Context: an optimization exercise on an open-source flow, tuned for small area. The choices shown serve that exercise and are no tape-out recipe. Function was checked by simulation only, so behaviour that the tests miss may differ from the original. No activity file was given, so power comes from the tool's default toggle rates.

--- constraint.sdc ---
create_clock -name core_clock -period 10.0 [get_ports {clk}]
set_input_delay 2.0000 -clock core_clock [delete_from_list [all_inputs] [get_ports {clk}]]
set_output_delay 2.0000 -clock core_clock [all_outputs]
set_load 0.01 [all_outputs]
--- config.mk ---
export PLATFORM = sky130hd
export DESIGN_NAME = lkg
export DESIGN_NICKNAME = lkg
export VERILOG_FILES = /design/flow/design.v
export SDC_FILE = /design/flow/constraint.sdc
export NUM_CORES = 4
export LEC_CHECK = 0
export CAP_MARGIN = 20
export CORE_MARGIN = 2
export CORE_UTILIZATION = 72
export SLEW_MARGIN = 20
--- flow/reopt.ys ---
# Re-map the standard synthesis's logic for area, keeping its registers.
read_liberty -ignore_miss_func @LIB@
read_verilog @IN@
hierarchy -top lkg
blackbox sky130_fd_sc_hd__dfbbn_1 sky130_fd_sc_hd__dfbbn_2 sky130_fd_sc_hd__dfbbp_1 sky130_fd_sc_hd__dfrbp_1 sky130_fd_sc_hd__dfrbp_2 sky130_fd_sc_hd__dfrtn_1 sky130_fd_sc_hd__dfrtp_1 sky130_fd_sc_hd__dfrtp_2 sky130_fd_sc_hd__dfrtp_4 sky130_fd_sc_hd__dfsbp_1 sky130_fd_sc_hd__dfsbp_2 sky130_fd_sc_hd__dfstp_1 sky130_fd_sc_hd__dfstp_2 sky130_fd_sc_hd__dfstp_4 sky130_fd_sc_hd__dfxbp_1 sky130_fd_sc_hd__dfxbp_2 sky130_fd_sc_hd__dfxtp_1 sky130_fd_sc_hd__dfxtp_2 sky130_fd_sc_hd__dfxtp_4 sky130_fd_sc_hd__dlclkp_1 sky130_fd_sc_hd__dlclkp_2 sky130_fd_sc_hd__dlclkp_4 sky130_fd_sc_hd__dlrbn_1 sky130_fd_sc_hd__dlrbn_2 sky130_fd_sc_hd__dlrbp_1 sky130_fd_sc_hd__dlrbp_2 sky130_fd_sc_hd__dlrtn_1 sky130_fd_sc_hd__dlrtn_2 sky130_fd_sc_hd__dlrtn_4 sky130_fd_sc_hd__dlrtp_1 sky130_fd_sc_hd__dlrtp_2 sky130_fd_sc_hd__dlrtp_4 sky130_fd_sc_hd__dlxbn_1 sky130_fd_sc_hd__dlxbn_2 sky130_fd_sc_hd__dlxbp_1 sky130_fd_sc_hd__dlxtn_1 sky130_fd_sc_hd__dlxtn_2 sky130_fd_sc_hd__dlxtn_4 sky130_fd_sc_hd__dlxtp_1 sky130_fd_sc_hd__edfxbp_1 sky130_fd_sc_hd__edfxtp_1 sky130_fd_sc_hd__lpflow_inputisolatch_1 sky130_fd_sc_hd__sdfbbn_1 sky130_fd_sc_hd__sdfbbn_2 sky130_fd_sc_hd__sdfbbp_1 sky130_fd_sc_hd__sdfrbp_1 sky130_fd_sc_hd__sdfrbp_2 sky130_fd_sc_hd__sdfrtn_1 sky130_fd_sc_hd__sdfrtp_1 sky130_fd_sc_hd__sdfrtp_2 sky130_fd_sc_hd__sdfrtp_4 sky130_fd_sc_hd__sdfsbp_1 sky130_fd_sc_hd__sdfsbp_2 sky130_fd_sc_hd__sdfstp_1 sky130_fd_sc_hd__sdfstp_2 sky130_fd_sc_hd__sdfstp_4 sky130_fd_sc_hd__sdfxbp_1 sky130_fd_sc_hd__sdfxbp_2 sky130_fd_sc_hd__sdfxtp_1 sky130_fd_sc_hd__sdfxtp_2 sky130_fd_sc_hd__sdfxtp_4 sky130_fd_sc_hd__sdlclkp_1 sky130_fd_sc_hd__sdlclkp_2 sky130_fd_sc_hd__sdlclkp_4 sky130_fd_sc_hd__sedfxbp_1 sky130_fd_sc_hd__sedfxbp_2 sky130_fd_sc_hd__sedfxtp_1 sky130_fd_sc_hd__sedfxtp_2 sky130_fd_sc_hd__sedfxtp_4
flatten
opt_clean
abc -liberty @LIB@ -dont_use sky130_fd_sc_hd__lpflow_bleeder_1 -dont_use sky130_fd_sc_hd__lpflow_clkbufkapwr_1 -dont_use sky130_fd_sc_hd__lpflow_clkbufkapwr_16 -dont_use sky130_fd_sc_hd__lpflow_clkbufkapwr_2 -dont_use sky130_fd_sc_hd__lpflow_clkbufkapwr_4 -dont_use sky130_fd_sc_hd__lpflow_clkbufkapwr_8 -dont_use sky130_fd_sc_hd__lpflow_clkinvkapwr_1 -dont_use sky130_fd_sc_hd__lpflow_clkinvkapwr_16 -dont_use sky130_fd_sc_hd__lpflow_clkinvkapwr_2 -dont_use sky130_fd_sc_hd__lpflow_clkinvkapwr_4 -dont_use sky130_fd_sc_hd__lpflow_clkinvkapwr_8 -dont_use sky130_fd_sc_hd__lpflow_decapkapwr_12 -dont_use sky130_fd_sc_hd__lpflow_decapkapwr_3 -dont_use sky130_fd_sc_hd__lpflow_decapkapwr_4 -dont_use sky130_fd_sc_hd__lpflow_decapkapwr_6 -dont_use sky130_fd_sc_hd__lpflow_decapkapwr_8 -dont_use sky130_fd_sc_hd__lpflow_inputiso0n_1 -dont_use sky130_fd_sc_hd__lpflow_inputiso0p_1 -dont_use sky130_fd_sc_hd__lpflow_inputiso1n_1 -dont_use sky130_fd_sc_hd__lpflow_inputiso1p_1 -dont_use sky130_fd_sc_hd__lpflow_inputisolatch_1 -dont_use sky130_fd_sc_hd__lpflow_isobufsrc_1 -dont_use sky130_fd_sc_hd__lpflow_isobufsrc_16 -dont_use sky130_fd_sc_hd__lpflow_isobufsrc_2 -dont_use sky130_fd_sc_hd__lpflow_isobufsrc_4 -dont_use sky130_fd_sc_hd__lpflow_isobufsrc_8 -dont_use sky130_fd_sc_hd__lpflow_isobufsrckapwr_16 -dont_use sky130_fd_sc_hd__lpflow_lsbuf_lh_hl_isowell_tap_1 -dont_use sky130_fd_sc_hd__lpflow_lsbuf_lh_hl_isowell_tap_2 -dont_use sky130_fd_sc_hd__lpflow_lsbuf_lh_hl_isowell_tap_4 -dont_use sky130_fd_sc_hd__lpflow_lsbuf_lh_isowell_4 -dont_use sky130_fd_sc_hd__lpflow_lsbuf_lh_isowell_tap_1 -dont_use sky130_fd_sc_hd__lpflow_lsbuf_lh_isowell_tap_2 -dont_use sky130_fd_sc_hd__lpflow_lsbuf_lh_isowell_tap_4 -dont_use sky130_fd_sc_hd__probe_p_8 -dont_use sky130_fd_sc_hd__probec_p_8 -script area.abc
opt -purge
setundef -zero
splitnets
opt_clean -purge
hilomap -singleton -hicell sky130_fd_sc_hd__conb_1 HI -locell sky130_fd_sc_hd__conb_1 LO
insbuf -buf sky130_fd_sc_hd__buf_4 A X
opt_clean -purge
stat -liberty @LIB@
write_verilog -noattr -nohex -nodec reopt_out.v
--- flow/area.abc ---
strash
&get -n
&st
&deepsyn -T 20 -S @SEED@
&dch -f
&nf -a -R 1000
&put
--- standard.sh ---
#!/bin/bash
# synth_recipe.tcl (not shown) runs the flow's synth.tcl, then flattens the netlist and writes it again
# the make line also repeats each setting of config.mk as NAME=value (left out here)
make -C /OpenROAD-flow-scripts/flow DESIGN_CONFIG=/design/flow/config.mk WORK_HOME=/design/flow/orfs CLKGATE_MAP_FILE= SYNTH_SCRIPT=/design/flow/synth_recipe.tcl "${@:-finish}"
--- flow/run.sh ---
#!/bin/bash
# Layout flow: the standard flow, with three changes.
#  1. After the standard synthesis, the combinational logic is re-mapped by
#     ABC for area (flow/reopt.ys, flow/area.abc), in eight runs with different
#     seeds; the smallest netlist is kept. The registers stay as the standard
#     synthesis made them (same cells, same instance names); only the logic
#     between them is re-mapped.
#  2. Ports are buffered with sky130_fd_sc_hd__buf_1 instead of the default
#     buffer cell.
#  3. The clock tree uses clkbuf_8 buffers and no dummy loads.
# Each tool's output goes to a log file of its own in this folder.
set -uo pipefail
R=orfs/results/sky130hd/lkg/base
LIB=$FLOW_HOME/platforms/sky130hd/lib/sky130_fd_sc_hd__tt_025C_1v80.lib

bash standard.sh synth > log_synth_std.txt 2>&1 || { tail -50 log_synth_std.txt; exit 1; }
cp $R/1_2_yosys.v std_synth.v

# Registers (cell type and instance name) of a netlist
regs() { grep -E "^\s*sky130_fd_sc_hd__(s?e?df|dl)\w+ " "$1" | awk '{print $1, $2}' | sort; }
regs std_synth.v > regs_std.txt

best=""; best_area=""
# Eight seeds, four at a time (the flow has four CPUs)
for batch in "1 2 3 4" "5 6 7 8"; do
  pids=""
  for s in $batch; do
    mkdir -p reopt_$s
    sed "s#@LIB@#$LIB#g; s#@SEED@#$s#g; s#@IN@#../std_synth.v#g" flow/reopt.ys > reopt_$s/reopt.ys
    sed "s#@SEED@#$s#g" flow/area.abc > reopt_$s/area.abc
    (cd reopt_$s && yosys -q -l ../log_reopt_$s.txt -s reopt.ys > /dev/null 2>&1) &
    pids="$pids $!"
  done
  for p in $pids; do wait $p; done
done
for s in 1 2 3 4 5 6 7 8; do
  a=$(grep "Chip area" log_reopt_$s.txt 2>/dev/null | tail -1 | grep -oE "[0-9]+\.[0-9]+$")
  [[ -n "$a" && -s reopt_$s/reopt_out.v ]] || continue
  regs reopt_$s/reopt_out.v > reopt_$s/regs.txt
  cmp -s regs_std.txt reopt_$s/regs.txt || { echo "seed $s: registers differ, skipped" >> log_reopt_pick.txt; continue; }
  echo "seed $s: area $a" >> log_reopt_pick.txt
  if [[ -z "$best" ]] || awk "BEGIN{exit !($a < $best_area)}"; then best=$s; best_area=$a; fi
done
if [[ -n "$best" ]]; then
  echo "picked seed $best ($best_area)" >> log_reopt_pick.txt
  cp reopt_$best/reopt_out.v $R/1_2_yosys.v
  touch $R/1_2_yosys.v
  rm -f $R/1_synth.odb
  bash standard.sh synth > log_synth_odb.txt 2>&1 || { tail -50 log_synth_odb.txt; exit 1; }
else
  echo "re-mapping failed, keeping the standard netlist" >> log_reopt_pick.txt
fi

export BUFFER_PORTS_ARGS="-buffer_cell sky130_fd_sc_hd__buf_1"
export CTS_ARGS="-sink_clustering_enable -repair_clock_nets -buf_list sky130_fd_sc_hd__clkbuf_8 -dont_use_dummy_load"
bash standard.sh finish > log_finish.txt 2>&1 || { tail -50 log_finish.txt; exit 1; }
--- design.v ---
module lkg (
    input  wire        clk,
    input  wire        rst,           
    input  wire        cmd_valid,
    output wire        cmd_ready,
    input  wire [47:0] cmd_data,
    output wire        rsp_valid,
    input  wire        rsp_ready,
    output wire [1:0]  rsp_status,
    output wire [31:0] rsp_data
);
    localparam [16:0] TAPS_A_REF = 17'h04001;
    localparam [24:0] TAPS_B_REF = 25'h0001019;
    localparam [3:0] K_ZERO = 4'b0000, K_ILL  = 4'b0001, K_UNI  = 4'b0010, K_RDC  = 4'b0011,
                     K_RDA  = 4'b0100, K_RTA  = 4'b0101, K_RDB  = 4'b0110, K_RTB  = 4'b0111,
                     K_RDST = 4'b1100, K_EA   = 4'b1001, K_EB   = 4'b1010, K_NX   = 4'b1011,
                     K_INIT = 4'b1110;
    reg         pend;           
    reg  [3:0]  k;              
    reg  [2:0]  cnt;            
    reg  [16:0] ra;
    reg  [24:0] rb;
    reg         cy;
    reg  [16:0] ta;
    reg  [24:0] tb;
    reg         av, bv, cv;
    function [7:0] rev8(input [7:0] v);
        rev8 = {v[0], v[1], v[2], v[3], v[4], v[5], v[6], v[7]};
    endfunction
    wire [7:0]  op = cmd_data[47:40];
    wire [39:0] o  = cmd_data[39:0];
    wire z25 = ~|o[39:25];
    wire z24 = z25 & ~o[24];
    wire z17 = z24 & ~|o[23:17];
    wire z16 = z17 & ~o[16];
    wire z1  = z16 & ~|o[15:1];
    wire z0  = z1  & ~o[0];
    wire [16:0] seed_a_init = {rev8(o[39:32]), 1'b1, rev8(o[31:24])};
    wire [16:0] seed_a_cmd  = {rev8(o[15:8]),  1'b1, rev8(o[7:0])};
    wire [23:0] seed_b_bits = {rev8(o[23:16]), rev8(o[15:8]), rev8(o[7:0])};
    wire [24:0] seed_b      = {seed_b_bits[23:21], 1'b1, seed_b_bits[20:0]};
    wire d_init = (op == 8'h01), d_next = (op == 8'h02), d_setc = (op == 8'h03),
         d_rdc  = (op == 8'h04), d_sda  = (op == 8'h10), d_lda  = (op == 8'h11),
         d_rda  = (op == 8'h12), d_ema  = (op == 8'h13), d_wta  = (op == 8'h14),
         d_rta  = (op == 8'h15), d_sdb  = (op == 8'h20), d_ldb  = (op == 8'h21),
         d_rdb  = (op == 8'h22), d_emb  = (op == 8'h23), d_wtb  = (op == 8'h24),
         d_rtb  = (op == 8'h25), d_rdst = (op == 8'h3F);
    wire lg_nx   = d_next & z0, lg_rdc = d_rdc & z0, lg_rda = d_rda & z0,
         lg_ema  = d_ema & z0,  lg_rdb = d_rdb & z0, lg_emb = d_emb & z0;
    wire ok_nx   = lg_nx & av & bv & cv, ok_rdc = lg_rdc & cv,
         ok_rda  = lg_rda & av, ok_ema = lg_ema & av,
         ok_rdb  = lg_rdb & bv, ok_emb = lg_emb & bv;
    wire is_uni  = (lg_nx | lg_rdc | lg_rda | lg_ema | lg_rdb | lg_emb) &
                   ~(ok_nx | ok_rdc | ok_rda | ok_ema | ok_rdb | ok_emb);
    wire is_zero = (d_setc & z1) | (d_sda & z16) | (d_lda & z17) | (d_wta & z17) |
                   (d_sdb & z24) | (d_ldb & z25) | (d_wtb & z25);
    wire is_rta  = d_rta & z0, is_rtb = d_rtb & z0, is_rdst = d_rdst & z0;
    wire is_ill  = ~(d_init | is_zero | is_rta | is_rtb | is_rdst | ok_nx | ok_rdc |
                     ok_rda | ok_ema | ok_rdb | ok_emb | is_uni);
    wire [3:0] nk = ({4{d_init}} & K_INIT) | ({4{ok_nx}}  & K_NX)  | ({4{ok_rdc}} & K_RDC) |
                    ({4{ok_rda}} & K_RDA)  | ({4{ok_ema}} & K_EA)  | ({4{is_rta}} & K_RTA) |
                    ({4{ok_rdb}} & K_RDB)  | ({4{ok_emb}} & K_EB)  | ({4{is_rtb}} & K_RTB) |
                    ({4{is_rdst}} & K_RDST) | ({4{is_uni}} & K_UNI) | ({4{is_ill}} & K_ILL) |
                    ({4{is_zero}} & K_ZERO);
    wire acc  = cmd_valid & ~pend & ~sh & ~rst;
    wire take = pend & rsp_ready & ~rst;
    wire w_init  = acc & d_init;
    wire w_setc  = acc & d_setc & z1;
    wire w_seeda = acc & d_sda & z16;
    wire w_lda   = acc & d_lda & z17;
    wire w_tapa  = acc & d_wta & z17;
    wire w_seedb = acc & d_sdb & z24;
    wire w_ldb   = acc & d_ldb & z25;
    wire w_tapb  = acc & d_wtb & z25;
    wire        fb_a = ^(ra & ta);
    wire        fb_b = ^(rb & tb);
    wire [7:0]  xa = rev8(ra[7:0]);
    wire [7:0]  yb = rev8(rb[7:0]);
    wire [7:0]  sum;
    wire        c8;
    assign {c8, sum} = {1'b0, xa} + {1'b0, yb} + {8'd0, cy};
    wire        sh     = ~pend & k[3] & (k[1] | k[0]);
    wire        step_a = sh & k[0];
    wire        step_b = sh & k[1];
    wire        sh_end = (cnt == 3'd7);
    wire        hold_a = ~(step_a | w_init | w_seeda | w_lda);
    wire        hold_b = ~(step_b | w_init | w_seedb | w_ldb);
    wire        upd_c  = take & (k == K_NX);
    wire        k_end  = sh & sh_end;
    wire        hold_k = ~(acc | k_end);
    wire        hold_c = ~(upd_c | w_init | w_setc);
    assign cmd_ready  = ~pend & ~sh & ~rst;
    assign rsp_valid  = pend & ~rst;
    assign rsp_status = (k == K_ILL) ? 2'd1 : (k == K_UNI) ? 2'd2 : 2'd0;
    wire s_rdc = (k == K_RDC), s_rda = (k == K_RDA), s_rta = (k == K_RTA),
         s_rdb = (k == K_RDB), s_rtb = (k == K_RTB), s_st  = (k == K_RDST),
         s_ea  = (k == K_EA),  s_eb  = (k == K_EB),  s_nx  = (k == K_NX);
    assign rsp_data = ({32{s_rdc}} & {31'd0, cy}) | ({32{s_rda}} & {15'd0, ra}) |
                      ({32{s_rta}} & {15'd0, ta}) | ({32{s_rdb}} & {7'd0, rb}) |
                      ({32{s_rtb}} & {7'd0, tb})  | ({32{s_st}}  & {29'd0, cv, bv, av}) |
                      ({32{s_ea}}  & {24'd0, xa}) | ({32{s_eb}}  & {24'd0, yb}) |
                      ({32{s_nx}}  & {24'd0, sum});
    always @(posedge clk) begin
        if (rst) begin
            ta   <= TAPS_A_REF;
            tb   <= TAPS_B_REF;
        end else begin
            if (w_tapa) ta <= o[16:0];
            if (w_tapb) tb <= o[24:0];
        end
        pend <= ~rst & (acc | (pend & ~take));
        cnt  <= {3{~rst}} & (sh ? cnt + 3'd1 : cnt);
        av   <= ~rst & (av | w_init | w_seeda | w_lda);
        bv   <= ~rst & (bv | w_init | w_seedb | w_ldb);
        cv   <= ~rst & (cv | w_init | w_setc);
    end
    always @(posedge clk) begin
        k <= ({4{acc}} & nk) | ({4{k_end}} & (k[2] ? K_NX : {k[3:2], 2'b00})) |
             ({4{hold_k}} & k);
        if (rst)
            k[1:0] <= 2'b00;
        ra <= ({17{hold_a}} & ra) | ({17{step_a}} & {fb_a, ra[16:1]}) |
              ({17{w_init}} & seed_a_init) | ({17{w_seeda}} & seed_a_cmd) |
              ({17{w_lda}} & o[16:0]);
        rb <= ({25{hold_b}} & rb) | ({25{step_b}} & {fb_b, rb[24:1]}) |
              ({25{w_init | w_seedb}} & seed_b) | ({25{w_ldb}} & o[24:0]);
        cy <= (hold_c & cy) | (upd_c & c8 & ~(cy & ~|sum)) | (w_setc & o[0]);
    end
endmodule
==> results of run 1 <==
[area by class of cell]
type	instances	share of cell area [%]
well taps	96	2.085
clock buffers	9	2.150
repair buffers	91	6.645
multi-input cells	509	55.31
flip-flops and latches	96	33.35
inverters	7	0.4560
[registers in the layout, summed over array words and instances (netlist names)]
signal and flops:
k 4, ra 17, bv 1, av 1, rb 25, pend 1
tb 25, ta 17, cnt 3, cv 1, cy 1
[critical path, cell delays in order, from the launching register on]
cell      delay, ns
dfxtp_1        0.49
xnor2_1        0.15
or3_1          0.43
and3_1         0.20
or3_1          0.35
a21o_1         0.23
a21o_1         0.22
a211o_1        0.33
a21oi_1        0.18
nand3b_1       0.13
nand3_1        0.08
buf_1          0.14
[metrics by stage]
step / setup WS [ns] / util (%) / hold slack [ns]
global route: 4.567 / 84.34 / 0.5027
detailed placement: 4.702 / 82.31 / 0.4661
global placement: 4.979 / 82.23 / 0.4566
floorplan: 4.282 / - / 0.4328
CTS: 4.736 / 84.12 / 0.4782
finish: 4.697 / 84.34 / 0.4844
[worst max-delay path by stage]
stage / to / slack, ns
5_1_grt: rsp_data[7] / 4.57
2_1_floorplan: rb[24] / 4.28
3_5_place_dp: ta[13] / 4.70
4_1_cts: rsp_data[7] / 4.74
6_report: rsp_data[7] / 4.70
3_3_place_gp: ta[13] / 4.98
[placed cells by master, fill, tap and decap left out, types with 16 or more instances in the layout]
master	count
a21oi_1	22
a222oi_1	61
a22o_1	45
buf_1	80
dfxtp_1	96
nand2_1	157
nand3_1	33
nor2_1	25
nor3_1	16
xnor2_1	33
[power groups by stage]
| stage | clock network [W] | registers, W | logic (W) |
|---|---|---|---|
| global placement | 0 | 0.000403 | 0.0000437 |
| detailed placement | 0 | 0.000404 | 0.0000456 |
| finish | 0.000208 | 0.000395 | 0.0000486 |
| floorplan | 0 | 0.000401 | 0.0000215 |
| global route | 0.000216 | 0.000396 | 0.0000516 |
| CTS | 0.000203 | 0.000395 | 0.0000460 |
[routing by layer]
layer / track usage [%] / vias to the layer above / routed length (microns)
met5: 0 / - / 0
met4: 28.37 / 0 / 1100
met3: 9.049 / 118 / 2351
met2: 73.00 / 553 / 7975
met1: 59.85 / 2729 / 6315
li1: - / 2582 / -
==> results.tsv, run 1 <==
metric	value	unit
Cell Int Power	0.0004820	W
Tot Pwr	0.0006515	W
antenna-violating nets left	0	
largest net degree at the start of global routing	31	
cts bufs inserted	9	
vias in the first global route	5469	
Tcrit/Tclk final	53.03	%
Hold Fails Final Rpt	0	
gr ovfl total	0	
final clock skew	0.02321	ns
FF-to-FF End	ra[15]	
FF-to-FF Start	k[3]	
Die W	88.22	microns
sw frac	26.01	%
RD Place Congestion	1.020	
PD cells	113.1	nW/um^2
max-cap violation count	0	
share of cells above drive strength 1	3.933	%
Gate Count Post-Synth	613	
Hold Startpoint	ra[13]	
DR iter-0 viols	1086	
register area	1922	sq um
number of antenna violations at the first check in global routing	0	
Post-CTS Resized	0	
worst path arrival time	3.30	ns
sequential cell fraction of total power	60.7	%
Cell Area, Synth	5106	sq um
Final Max Slew Viols	0	
Initial Utilization	74.74	%
crit path time final	5.303	ns
iteration count of the initial detailed-routing pass	8	
startpoint types	flip-flop	
area taken by multi-input logic gates	3187	sq um
Area Overhead vs Synth	12.84	%
CTS tree	built	
Hold Path Sink	ra[12]	
design area	5762	sq um
GR Util All Layers	46.68	%
CP Class	flip-flop to output pin	
r2r setup slk	6.36	ns
CP startpoint	rb[6]	
Slew @ Worst Pin	1.110	ns
VDD IR max	92.33	uV
CTS Root Cell	clkbuf_8	
final wirelength	17740	microns
DRC viols	0	
reg2reg path depth	12	
Die Ht	88.22	microns
post-detail-place hpwl	12220	microns
Port Buffer Count	80	
filler instances	469	
post-CTS setup buffer count	0	
die area	7782	sq um
vias	5982	
combinational share of power	7.5	%
Worst Hold Path Cells	2	
final number of setup-violating endpoints	0	
Critical Path RT	8.00	ns
Critical Path Sink Type	output pin	
Worst-path clk slew	0.09	ns
ANT cells	0	
placed insts	799	
Finished Layout Cells	808	
DP Area	5623	sq um
nets	766	
Clk pwr share	31.9	%
clk sink count	96	
number of synthesis warnings	1	
CTS H-tree lvls	3	
DR vias/cell	7.403	
Clock Latency Late Sink	0.38	ns
number of cell rows	30	
Crit Path Max Fanout	7	
first-pass GRT wire length	27810	microns
Syn Area/Cell	8.330	sq um
Max Freq	188.6	MHz
leak pwr	2.049	nW
P_sw	0.0001695	W
I/O Pins	88	
Core Box Area	6832	sq um
total negative setup slack	0	ns
Min-Delay Path Class	flip-flop to flip-flop	
max_slew headroom	25.44	%
RSZ-0062 raised after global routing	no	
# hold bufs at CTS	0	
outcome	no timing/DRC/antenna violations	
wire length per cell	21.96	microns
CTS max path bufs	2	
==> run 2: changes to the inputs <==
--- a/config.mk
+++ b/config.mk
@@ -9,3 +9,3 @@
 export CORE_MARGIN = 2
-export CORE_UTILIZATION = 72
+export CORE_UTILIZATION = 65
 export SLEW_MARGIN = 20
==> run 2 against run 1 <==
Power decreased by 0.71%. Maximum frequency increased by 0.37%. Sequential share of layout area unchanged. Die area increased by 10%. Final area unchanged. Clock power decreased by 2%. Global-route usage decreased by 6.7 points. Via count decreased by 2.2%. Routed wire length decreased by 3.2%. Register-to-register slack got worse by 0.03 ns. Area after synthesis unchanged. Critical endpoint unchanged.
==> results.tsv, run 2 <==
metric	value	unit
FF-to-FF End	rb[12]	
GR Util All Layers	39.97	%
worst path arrival time	3.28	ns
Clock Latency Late Sink	0.37	ns
global route hottest layer	met2	
met2 usage	62.47	%
Setup WS pre-CTS	4.953	ns
Clk pwr share	31.5	%
clk sink count	96	
number of cell rows	32	
FF-to-FF Start	k[3]	
cts bufs inserted	9	
Min-Delay Path Class	flip-flop to flip-flop	
RSZ-0062 raised after global routing	no	
met1 global-route usage	54.29	%
RD Place Congestion	1.001	
Slew @ Worst Pin	1.097	ns
Die W	92.63	microns
Post-CTS Resized	0	
Die Ht	92.63	microns
most frequent cells in the layout	nand2_1 (157), dfxtp_1 (96), buf_1 (80), a222oi_1 (61), a22o_1 (45)	
final number of setup-violating endpoints	0	
Port Buffer Count	80	
I/O Pins	88	
CP startpoint	ra[6]	
combinational share of power	7.4	%
wire length per cell	21.10	microns
Top Registers	rb: 25 flops, tb: 25 flops	
sw frac	25.48	%
ANT cells	0	
VDD IR max	74.86	uV
final clock skew	0.03559	ns
Max Freq	189.3	MHz
max-cap violation count	0	
CTS tree	built	
GR Layer Usage met3	6.103	%
iteration count of the initial detailed-routing pass	10	
final wirelength	17180	microns
filler instances	626	
outcome	no timing/DRC/antenna violations	
gr ovfl total	0	
Syn Area/Cell	8.330	sq um
total negative setup slack	0	ns
nets	766	
Crit Path Max Fanout	7	
CP Class	flip-flop to output pin	
max_slew headroom	26.57	%
Worst Slack Setup Final	4.716	ns
Initial Utilization	66.42	%
P_sw	0.0001649	W
DR iter-0 viols	1161	
Critical Path RT	8.00	ns
leak pwr	2.040	nW
crit path time final	5.284	ns
vias in the first global route	5360	
Hold Fails Final Rpt	0	
largest net degree at the start of global routing	31	
Worst-path clk slew	0.10	ns
r2r setup slk	6.33	ns
CTS H-tree lvls	3	
Cell Area, Synth	5106	sq um
sequential cell fraction of total power	61.1	%
Final Max Slew Viols	0	
Core Box Area	7687	sq um
share of cells above drive strength 1	3.933	%
antenna-violating nets left	0	
Tcrit/Tclk final	52.84	%
post-detail-place hpwl	12070	microns
first-pass GRT wire length	27160	microns
CTS Root Cell	clkbuf_8	
DRC viols	0	
PD cells	112.3	nW/um^2
DR vias/cell	7.184	
# hold bufs at CTS	0	
startpoint types	flip-flop	
CP endpoint	rsp_data[7]	
Area Overhead vs Synth	12.84	%
number of synthesis warnings	1	
Gate Count Post-Synth	613	
vias	5848	
post-CTS setup buffer count	0	
die area	8580	sq um
Critical Path Sink Type	output pin	
commonest non-fill, non-tap cell in the layout	nand2_1	
number of antenna violations at the first check in global routing	0	
CTS max path bufs	2	
reg2reg path depth	13	
Cell Int Power	0.0004821	W
==> run 2: per-stage QoR <==
step	instances	power [W]	hold slack, ns	cell area, sq um	utilization (%)
2_1_floorplan	619	0.0004223	0.4328	5129	-
3_3_place_gp	805	0.0004480	0.4590	5625	73.18
3_5_place_dp	805	0.0004495	0.4625	5625	73.18
4_1_cts	814	0.0006408	0.4771	5749	74.79
5_1_grt	814	0.0006631	0.5068	5762	74.95
6_report	814	0.0006469	0.4782	5762	74.95
==> run 2: critical path: stages, from the launching register on <==
cell      delay, ns
dfxtp_1        0.49
xnor2_1        0.15
or3_1          0.43
and3_1         0.20
or3_1          0.35
a21o_1         0.22
a21o_1         0.21
a211o_1        0.34
a21oi_1        0.19
nand3b_1       0.13
nand3_1        0.08
buf_1          0.14
==> run 2: worst min path at each step <==
stage / to / from / slack [ns] / cells after the start
floorplan: cv / cv / 0.43 / 2
global placement: rb[18] / rb[18] / 0.46 / 2
detailed placement: rb[14] / rb[14] / 0.46 / 2
CTS: rb[14] / rb[14] / 0.48 / 2
global route: rb[22] / rb[22] / 0.51 / 2
finish: ra[12] / ra[13] / 0.48 / 2
==> run 2: layer usage <==
metal,vias to the layer above,wire length (microns)
met5,-,0
met4,0,752
met3,73,2229
met2,477,7729
met1,2715,6467
li1,2583,-
==> run 2: cell type report <==
cell class | count | area [sq um] | share of cell area [%]
clock buffer | 9 | 123.9 | 2.150
inverter | 7 | 26.28 | 0.4560
multi-input combinational | 509 | 3179 | 55.18
sequential | 96 | 1922 | 33.35
tap | 102 | 127.6 | 2.215
timing repair buffer | 91 | 382.9 | 6.645
==> run 2: power groups by stage <==
stage                     combinational (W)  clock, W  sequential [W]
after CTS                         0.0000460  0.000200        0.000395
after detailed placement          0.0000459         0        0.000404
after floorplan                   0.0000215         0        0.000401
after global placement            0.0000447         0        0.000403
after global routing              0.0000513  0.000216        0.000396
final                             0.0000481  0.000204        0.000395
==> run 3: changes to the inputs <==
--- a/config.mk
+++ b/config.mk
@@ -9,3 +9,3 @@
 export CORE_MARGIN = 2
-export CORE_UTILIZATION = 65
+export CORE_UTILIZATION = 55
 export SLEW_MARGIN = 20
==> run 3 against run 2 <==
Still clean on timing, DRC and antenna. Routed wire length rose by 2.8%. Non-clock buffer count rose by 1. Sequential share of layout area fell by 0.072 points. Setup slack got worse by 0.0029 ns. Area after synthesis did not move. Clock power barely moved. Worst hold slack improved by 0.0021 ns. Via count fell by 3.3%. Maximum frequency barely moved. First-iteration DRC count fell by 34%. Cell count rose by 1.2%. Critical endpoint unchanged.
==> results.tsv, run 3 <==
metric	value	unit
outcome	no timing/DRC/antenna violations	
Hold Fails Final Rpt	0	
Min-Delay Path Class	flip-flop to flip-flop	
clk sink count	96	
combinational share of power	7.4	%
Post-CTS Resized	0	
Clk pwr share	31.5	%
share of cells above drive strength 1	4.067	%
Setup WS pre-CTS	5.011	ns
Core Box Area	9109	sq um
reg2reg path depth	9	
CTS Root Cell	clkbuf_8	
Clock Latency Late Sink	0.38	ns
vias	5654	
Slew @ Worst Pin	1.091	ns
largest net degree at the start of global routing	31	
number of synthesis warnings	1	
total negative setup slack	0	ns
P_sw	0.0001658	W
cts bufs inserted	9	
Tcrit/Tclk final	52.86	%
GR Util All Layers	35.13	%
Critical Path Sink Type	output pin	
CTS tree	built	
sequential cell fraction of total power	61.0	%
FF-to-FF Start	k[3]	
Crit Path Max Fanout	7	
Die W	100.4	microns
Final Max Slew Viols	0	
ANT cells	0	
DR vias/cell	6.862	
CTS max path bufs	2	
RD Place Congestion	0.9640	
Max Freq	189.2	MHz
CP Class	flip-flop to output pin	
final number of setup-violating endpoints	0	
r2r setup slk	6.37	ns
FF-to-FF End	ta[2]	
CP endpoint	rsp_data[7]	
number of antenna violations at the first check in global routing	0	
Initial Utilization	56.06	%
VDD IR max	70.90	uV
first-pass GRT wire length	27280	microns
Cell Int Power	0.0004820	W
CP startpoint	ra[6]	
gr ovfl total	0	
max_slew headroom	27.00	%
Area Overhead vs Synth	13.09	%
Gate Count Post-Synth	613	
iteration count of the initial detailed-routing pass	9	
# hold bufs at CTS	0	
max-cap violation count	0	
Die Ht	100.4	microns
Worst-path clk slew	0.08	ns
Critical-path top delay cell	dfxtp_1	
Worst Slack Setup Final	4.714	ns
Port Buffer Count	80	
DP Area	5637	sq um
final clock skew	0.03522	ns
antenna-violating nets left	0	
wire length per cell	21.43	microns
number of cell rows	35	
RSZ-0062 raised after global routing	no	
post-detail-place hpwl	12380	microns
leak pwr	2.044	nW
die area	10070	sq um
Critical Path RT	8.00	ns
CTS H-tree lvls	3	
post-CTS setup buffer count	0	
commonest non-fill, non-tap cell in the layout	nand2_1	
crit path time final	5.286	ns
Top Registers	rb: 25 flops, tb: 25 flops	
sw frac	25.60	%
worst path arrival time	3.29	ns
PD cells	112.2	nW/um^2
crit-path cells	xnor2_1 > or3_1 > and3_1 > or3_1 > a21o_1 > a21o_1 > a211o_1 > a21oi_1 > nand3b_1 > nand3_1 > buf_1	
startpoint types	flip-flop	
Worst path max stage delay	0.50	ns
vias in the first global route	5043	
Syn Area/Cell	8.330	sq um
Tot Pwr	0.0006478	W
nets	767	
Cell Area, Synth	5106	sq um
most frequent cells in the layout	nand2_1 (157), dfxtp_1 (96), buf_1 (80), a222oi_1 (61), a22o_1 (45)	
DRC viols	0	
I/O Pins	88	
DR iter-0 viols	768	
final wirelength	17660	microns
design area	5774	sq um
run 3: power by group through the flow:
stage | clock network (W) | logic [W] | registers [W]
final | 0.000204 | 0.0000481 | 0.000395
after global routing | 0.000219 | 0.0000516 | 0.000396
after CTS | 0.000205 | 0.0000463 | 0.000395
after detailed placement | 0 | 0.0000461 | 0.000404
after global placement | 0 | 0.0000455 | 0.000404
after floorplan | 0 | 0.0000215 | 0.000401
run 3: area by class of cell:
type | count | area, sq um
fill | 839 | 3334
multi-input combinational | 509 | 3176
tap | 111 | 138.9
sequential | 96 | 1922
inverter | 7 | 26.28
clock buffer | 9 | 123.9
timing repair buffer | 92 | 387.9
run 3: per-layer routing:
layer	global-route usage, %	vias to the layer above	part of all wire (%)
met2	55.55	390	45
met3	6.337	53	12
met5	0	-	0
met1	47.18	2637	40
li1	-	2574	-
met4	15.17	0	3.6
run 3: worst min path at each step:
stage,depth (start not counted),startpoint,to
after floorplan,2,cv,cv
after global placement,2,rb[14],rb[14]
after detailed placement,2,rb[18],rb[18]
after CTS,2,rb[18],rb[18]
after global routing,2,rb[9],rb[9]
final,2,rb[12],rb[12]
run 3: stage by stage:
step	util [%]	hold WS, ns	cells
3_3_place_gp	61.88	0.4586	814
3_5_place_dp	61.88	0.4616	814
5_1_grt	63.39	0.5048	824
2_1_floorplan	-	0.4328	619
4_1_cts	63.24	0.4778	823
6_report	63.39	0.4804	824
run 3: critical path, delay by kind of cell, from the launching register on:
kind                      cells  cell delay [ns]
DFF                           1             0.50
xor gates and xnor gates      1             0.13
AOI/OAI and AO/OA             4             0.96
buffers and inverters         1             0.15
and+or+nand+nor               5             1.17
==> run 4: changes to the inputs <==
--- a/design.v
+++ b/design.v
@@ -80,3 +80,6 @@
     wire        c8;
-    assign {c8, sum} = {1'b0, xa} + {1'b0, yb} + {8'd0, cy};
+    wire        g_x = (k == K_EA) | (k == K_NX);
+    wire        g_y = (k == K_EB) | (k == K_NX);
+    wire        g_c = (k == K_NX);
+    assign {c8, sum} = {1'b0, xa & {8{g_x}}} + {1'b0, yb & {8{g_y}}} + {8'd0, cy & g_c};
     wire        sh     = ~pend & k[3] & (k[1] | k[0]);
@@ -100,4 +103,3 @@
                       ({32{s_rtb}} & {7'd0, tb})  | ({32{s_st}}  & {29'd0, cv, bv, av}) |
-                      ({32{s_ea}}  & {24'd0, xa}) | ({32{s_eb}}  & {24'd0, yb}) |
-                      ({32{s_nx}}  & {24'd0, sum});
+                      ({32{s_ea | s_eb | s_nx}} & {24'd0, sum});
     always @(posedge clk) begin
==> run 4 against run 3 <==
Still clean on timing, DRC and antenna. Final area up 0.89%. Sequential share of layout area decreased by 0.29 points. Synthesized cell count grew 3.4%. Sequential cell count did not move. Sequential power increased by 2%. Non-clock buffer count increased by 4. Critical endpoint unchanged.
==> results.tsv, run 4 <==
metric	value	unit
clk sink count	96	
crit path time final	6.336	ns
Routed met3 length	2575	microns
CP Class	flip-flop to output pin	
final number of setup-violating endpoints	0	
number of cell rows	35	
first-pass GRT wire length	28980	microns
DRC viols	0	
DR top layer	met4	
Worst-path clk slew	0.09	ns
CTS H-tree lvls	3	
Critical Path RT	8.00	ns
GR Util All Layers	37.59	%
RSZ-0062 raised after global routing	no	
vias in the first global route	5185	
largest net degree at the start of global routing	30	
total negative setup slack	0	ns
DR iter-0 viols	691	
Slew @ Worst Pin	1.064	ns
Final Max Slew Viols	0	
final clock skew	0.01835	ns
Post-CTS Resized	0	
iteration count of the initial detailed-routing pass	7	
number of antenna violations at the first check in global routing	0	
Top Registers	rb: 25 flops, tb: 25 flops	
most frequent cells in the layout	nand2_1 (190), dfxtp_1 (96), buf_1 (80), a222oi_1 (48), a22o_1 (44)	
VDD IR max	95.07	uV
hold_ws	0.4786	ns
startpoint types	flip-flop	
Die Ht	100.4	microns
Max Freq	157.8	MHz
Hold Fails Final Rpt	0	
Tcrit/Tclk final	63.36	%
Port Buffer Count	80	
leak pwr	2.131	nW
PD cells	117.2	nW/um^2
post-CTS setup buffer count	0	
Cell Area, Synth	5116	sq um
commonest non-fill, non-tap cell in the layout	nand2_1	
CTS tree	built	
ANT cells	0	
die area	10090	sq um
worst path arrival time	4.34	ns
# hold bufs at CTS	0	
metal1 wirelength	7568	microns
Min-Delay Path Class	flip-flop to flip-flop	
metal2 WL	7910	microns
nets	792	
share of cells above drive strength 1	4.878	%
CTS max path bufs	2	
Syn Area/Cell	8.070	sq um
cts bufs inserted	9	
max-cap violation count	0	
number of synthesis warnings	1	
outcome	no timing/DRC/antenna violations	
vias	5761	
Core Box Area	9153	sq um
wire length per cell	22.07	microns
DR vias/cell	6.786	
Clock Latency Late Sink	0.38	ns
Die W	100.4	microns
gr ovfl total	0	
final wirelength	18740	microns
RD Place Congestion	1.008	
r2r setup slk	5.92	ns
antenna-violating nets left	0	
Crit Path Max Fanout	9	
max_slew headroom	28.07	%
I/O Pins	88	
CTS Root Cell	clkbuf_8	
Gate Count Post-Synth	634	
Area Overhead vs Synth	13.87	%
Initial Utilization	55.90	%
Critical Path Sink Type	output pin	
post-detail-place hpwl	12820	microns
## run 4: worst paths after layout
kind | start | endpoint | cells after the start
min | rb[21] | rb[21] | 2
min reg2reg | rb[21] | rb[21] | 2
max | k[0] | rsp_data[7] | 23
max reg2reg | k[0] | cy | 23
## run 4: report_power, final
group          internal (W)  total (W)  switching (W)
Clock             0.0000810   0.000208       0.000127
Sequential         0.000390   0.000403      0.0000131
Combinational     0.0000224  0.0000717      0.0000494
## run 4: metrics by stage
stage	total power (W)	setup slack, ns	util (%)	cell area, sq um	std cells
finish	0.0006830	3.664	63.65	5826	849
CTS	0.0006811	3.727	63.53	5814	849
global placement	0.0004797	4.333	62.17	5690	840
global route	0.0007057	3.133	63.65	5826	849
detailed placement	0.0004809	4.129	62.17	5690	840
floorplan	0.0004419	3.452	-	5139	640
## run 4: critical path, cell delays in order (launching register included)
cell and delay [ns]:
dfxtp_1 0.47, nand2_1 0.14, nor2_1 0.45, o21ai_0 0.18
a21oi_1 0.20, nand3_1 0.12, nand2_1 0.13, nand2_1 0.06
nand2_1 0.09, a21o_1 0.12, and3_1 0.18, nor2_1 0.04
nor2_1 0.12, o21a_1 0.15, a21boi_0 0.28, nand2_1 0.08
nand2_1 0.11, mux2i_1 0.27, nand2_1 0.10, a21oi_1 0.20
a21oi_1 0.09, xnor2_1 0.16, nand3_1 0.08, buf_1 0.14
## run 4: cell type report
type / count / area, sq um
clock buffers: 9 / 123.9
fillers: 872 / 3327
inverters: 8 / 30.03
multi-input cells: 529 / 3191
flip-flops and latches: 96 / 1922
well taps: 111 / 138.9
repair buffers: 96 / 420.4
## run 4: layer usage
metal	vias to the layer above	global-route usage [%]
met5	-	0
met2	445	54.21
met1	2650	53.60
li1	2613	-
met4	0	14.86
met3	53	9.610

-- port drivers added, routing unchanged --
Ports are ideal in the flow. The routed layouts listed here were re-timed in OpenROAD. Step 1 assumes that a clkbuf_16 drives the clock port and a buf_2 every other input. Step 2 adds t to the input delays and takes it off the output delays; t is the mean of the earliest and latest rising clock arrival at the registers after step 1. Input paths then give back, and output paths get back, about the clock's delay inside the block. a / b / c = no drivers / after step 1 / after step 2; a / b = the first two.
run | t, ns | slack for setup (ns) | worst register clock-pin slew, ns
run 1 | 0.399 | 4.697 / 4.665 / 4.855 | 0.10 / 0.10
run 2 | 0.387 | 4.716 / 4.685 / 4.816 | 0.10 / 0.10
run 3 | 0.394 | 4.714 / 4.676 / 4.873 | 0.10 / 0.10
run 4 | 0.403 | 3.664 / 3.626 / 4.029 | 0.10 / 0.10
After both steps setup and hold are still met in every run listed.
